Background: an optimization exercise with open tools, aiming at small area. Do not read the settings as production practice. In this exercise RTL edits were held to simulation tests only and were not proved equivalent to the original. Power figures rest on the tool's default switching activity, not on a simulated workload.

## gen2_tx_core
module gen2_tx_core (
    input  wire        clk,
    input  wire        rst,
    input  wire        op_valid,
    output wire        op_ready,
    input  wire [2:0]  op,
    input  wire [31:0] sample_rate,
    input  wire [31:0] dac_rate,
    input  wire        select_enabled,
    input  wire [7:0]  q_param,
    input  wire [15:0] mask_count,
    input  wire [31:0] cap,
    input  wire [15:0] n_in,
    input  wire [15:0] in_bits,
    input  wire [5:0]  reg_num,
    input  wire [31:0] reg_wdata,
    input  wire        mc_valid,
    output wire        mc_ready,
    input  wire [7:0]  mc_char,
    output reg         rsp_valid,
    output reg  [3:0]  status,
    output wire [31:0] written,
    output wire [15:0] consumed,
    output wire [31:0] rdata,
    output wire [31:0] rpt_nq,
    output wire [31:0] rpt_round,
    output wire [31:0] rpt_slot,
    output wire        smp_valid,
    output wire        smp_data,
    input  wire        smp_ready
);
    localparam [2:0] OP_CONSTRUCT = 3'd0, OP_STEP = 3'd1, OP_RD = 3'd2,
                     OP_WR = 3'd3;
    localparam [2:0] FT_NONE = 3'd0, FT_QUERY = 3'd1, FT_QADJ = 3'd2,
                     FT_SEL = 3'd3, FT_ACK = 3'd4, FT_QREP = 3'd5,
                     FT_NAK = 3'd6, FT_B01 = 3'd7;
    localparam [3:0] ST_IDLE = 4'd0, ST_MASK = 4'd1, ST_CQ = 4'd2,
                     ST_RESP = 4'd3, ST_WCLR = 4'd4, ST_WALK = 4'd5,
                     ST_NEED = 4'd6, ST_CHK = 4'd7, ST_FIN = 4'd8,
                     ST_UPD = 4'd9, ST_RDS = 4'd10;
    localparam [2:0] EM_FETCH = 3'd0, EM_LOAD = 3'd2,
                     EM_RUN = 3'd3, EM_XPREP = 3'd4, EM_XWAIT = 3'd5,
                     EM_XLD = 3'd6;
    localparam [3:0] V_ZERO = 4'd0, V_N = 4'd1, V_X0 = 4'd2, V_XQ = 4'd3,
                     V_FR = 4'd4, V_SR = 4'd5, V_NQ = 4'd6, V_RND = 4'd7,
                     V_SLT = 4'd8, V_SM = 4'd9, V_45 = 4'd10;
    localparam [19:0] D1M = 20'd1000000;
    reg  [7:0] pc;
    wire [5:0] t   = pc[5:0];
    wire       tlo = ~pc[5];
    wire       t63 = (t == 6'd63);
    always @(posedge clk)
        if (rst) pc <= 8'd0;
        else     pc <= pc + 8'd1;
    reg [3:0]  st;
  ...
For scale: about 690 flip-flops, about 27000 µm² of cells after synthesis.
==> flow/config.mk <==
export PLATFORM = sky130hd
export DESIGN_NAME = gen2_tx_core
export DESIGN_NICKNAME = gen2_tx_core
export VERILOG_FILES = /design/flow/design.v
export SDC_FILE = /design/flow/constraint.sdc
export NUM_CORES = 4
export LEC_CHECK = 0
export CAP_MARGIN = 20
export CORE_MARGIN = 2
export CORE_UTILIZATION = 40
export SLEW_MARGIN = 20
==> flow/constraint.sdc <==
create_clock -name core_clock -period 15.0 [get_ports {clk}]
set_input_delay 3.0000 -clock core_clock [delete_from_list [all_inputs] [get_ports {clk}]]
set_output_delay 3.0000 -clock core_clock [all_outputs]
set_load 0.01 [all_outputs]
standard.sh (not shown) runs the stock make flow with config.mk's settings and CLKGATE_MAP_FILE= SYNTH_SCRIPT=/design/flow/synth_recipe.tcl, a recipe that flattens the netlist after the stock synthesis.
==> flow/flow/run.sh <==
#!/bin/bash
# The standard layout (standard.sh, standard synthesis unchanged) with
# these changes:
#  - ports are buffered with the smallest buffer (buf_1);
#  - buffers that ABC inserted during synthesis are removed at floorplan,
#    then the combinational logic is remapped for area with OpenROAD's
#    restructure (registers are not touched), using the platform library
#    without the cells the platform marks don't-use;
#  - the clock tree is built from clkbuf_4 in clusters of 10, without
#    dummy loads.
# Output: standard_flow.log (make and every tool it runs), lib_filter.log;
# ORFS also keeps each step's log under orfs/logs.
set -euo pipefail
mkdir -p rmp
python3 flow/lib_filter.py "$FLOW_HOME/platforms/sky130hd/lib/sky130_fd_sc_hd__tt_025C_1v80.lib" \
  "$FLOW_HOME/platforms/sky130hd/config.mk" rmp/filtered.lib > lib_filter.log 2>&1
export RMP_LIB="$PWD/rmp/filtered.lib"
export BUFFER_PORTS_ARGS="-buffer_cell sky130_fd_sc_hd__buf_1"
export REMOVE_ABC_BUFFERS=1
export POST_FLOORPLAN_TCL="$PWD/flow/post_floorplan.tcl"
export CTS_ARGS="-sink_clustering_enable -repair_clock_nets -dont_use_dummy_load -buf_list sky130_fd_sc_hd__clkbuf_4 -sink_clustering_size 10 -sink_clustering_max_diameter 45"
bash standard.sh > standard_flow.log 2>&1
Other scripts of this flow, unchanged in this note and not shown: flow/flow/lib_filter.py, flow/flow/post_floorplan.tcl
Next try:
--- a/flow/design.v
+++ b/flow/design.v
@@ -56,34 +56,34 @@
     reg [2:0]  ns;
     reg        ready;
     reg [2:0]  cfgst;
     reg [3:0]  phase;
     reg [1:0]  dect, gatet;
     reg        expsel;
     reg        sel;
     reg [3:0]  qv;
     reg [7:0]  L;
     reg [17:0] q48;
     reg        cvalid;
+    reg [5:0]  rnl;
     reg        ackx;
     reg        isrd;
     reg        mbad;
     reg        dry, xvalid;
     reg [2:0]  seg;
     reg [1:0]  sec;
     reg [7:0]  bi;
     reg        cb;
     reg [2:0]  ss;
     reg [2:0]  em;
     reg [24:0] S;
-    wire [5:0] rnl = S[14:9];
     reg [15:0] crc;
     reg        wa, wk, wsub, wneg, fin;
     reg [3:0]  wv;
     reg        sbor;
     reg        xact, xph, xmode, xfirst, xneg, xnn;
     reg [3:0]  hc;
     reg [4:0]  jc;
     reg [1:0]  xc;
     reg        xprev, qd;
     reg [31:0]  NQ, RND, SLT, SR, FR, W;
     reg [63:0]  X;
@@ -178,23 +178,23 @@
                        (st == ST_NEED && ns >= 3'd5) ? 4'd4 : psym;
     wire [12:0] dv    = dval(xsym);
     assign trld  = (st == ST_WALK) && (em == EM_XLD) && (sy == 3'd4);
     assign xq_n  = trld & qbit;
     wire   xq_bi = (t == 6'd0) ? 1'b0 : sbor;
     assign xq_s  = X[21] ^ xq_n ^ xq_bi;
     assign xq_bo = (~X[21] & xq_n) | (~X[21] & xq_bi) | (xq_n & xq_bi);
     always @(posedge clk) sbor <= xq_bo;
     wire        dmulb = dv[hc];
     wire [4:0]  hc16  = {1'b1, hc};
     wire        n1b   = (hc < 4'd9) ? ~S[hc16] : 1'b0;
-    wire        n0b   = (hc < 4'd9) ? ~S[hc] : 1'b0;
+    wire        n0b   = ~S[hc];
     wire [5:0] kdiv = t - {1'b0, jc};
     wire       dbit = (kdiv < 6'd20) ? D1M[kdiv[4:0]] : 1'b0;
     wire       dsub = ~xneg;
     wire [5:0] t20j = 6'd20 + {1'b0, jc};
     reg       xa, xo1, xo2, xcin0, xin;
     reg [1:0] xcur;
     always @(*) begin
         xa = 1'b0; xo1 = 1'b0; xo2 = 1'b0; xcin0 = 1'b0;
         if (xact && !xph) begin
             xa = (xfirst || t == 6'd0) ? 1'b0 : xprev;
             if (!xmode) xo1 = dmulb & tlo & FR[0];
@@ -504,23 +504,23 @@
             cfgst  <= 3'd0;
             xact   <= 1'b0;
             wa     <= 1'b0;
         end else begin
             case (st)
             ST_IDLE: if (accept) begin
                 ns     <= 3'd0;
                 isrd   <= 1'b0;
                 cvalid <= 1'b0;
                 dry <= 1'b1;
                 seg <= 3'd0; sec <= 2'd0; bi <= 8'd0; em <= EM_FETCH;
-                S <= {10'h3FF, reg_num, 9'h1FF};
+                S <= {25{1'b1}};
                 crc <= 16'hFFFF;
                 fin <= 1'b0;
                 case (op)
                 OP_CONSTRUCT: begin
                     ready <= 1'b0;
                     sel   <= select_enabled;
                     qv    <= q_param[3:0];
                     L     <= mask_count[7:0];
                     mbad  <= 1'b0;
                     if (sample_rate == 32'd0 || dac_rate == 32'd0) begin
                         cfgst <= 3'd4; status <= 4'd4; st <= ST_RESP;
@@ -537,22 +537,23 @@
                         status <= 4'd9; st <= ST_WCLR;
                     end else if (phase > 4'd10) begin
                         status <= 4'd3; st <= ST_WCLR;
                     end else if (phase == 4'd4 && n_in != 16'd16) begin
                         status <= 4'd2; cvalid <= 1'b1; st <= ST_WCLR;
                     end else begin
                         st <= ST_WALK;
                     end
                 end
                 OP_RD: begin
                     isrd <= 1'b1;
+                    rnl  <= reg_num;
                     if (rn == 6'h07 || rn == 6'h08) begin
                         status <= 4'd0; st <= ST_RDS;
                     end else if (!ready) begin
                         status <= 4'd9; st <= ST_WCLR;
                     end else if (!rd_ok) begin
                         status <= 4'd10; st <= ST_WCLR;
                     end else begin
                         status <= 4'd0;
                         if (rd_walk)
                             st <= ST_WALK;
                         else
What happened: Setup slack is worse by 0.26 ns; sequential power is lower by about 3%; die area is higher by 3.9%; synthesized cell count is higher by 5.6%; cell count is higher by 2.3%.

## re-timing with driven ports
No port has a modelled driver above. Below, the same layouts with a new extraction and two added sets of constraints. Step 1: set_driving_cell puts a clkbuf_16 on clk and a buf_2 on each other input, an assumption about the parent block. Step 2 also shifts input and output timing later by t, the mid clock arrival at the registers, as if the neighbouring blocks saw the same clock. Slacks: ideal ports / drivers / drivers and shift; pairs: ideal ports / drivers.
run | t (ns) | setup WS [ns] | pins driven straight from the clock port
the first run | 0.880 | 7.062 / 7.004 / 7.703 | 1
the second run | 0.878 | 6.799 / 6.732 / 7.129 | 1
After both steps setup and hold are still met in every run listed.
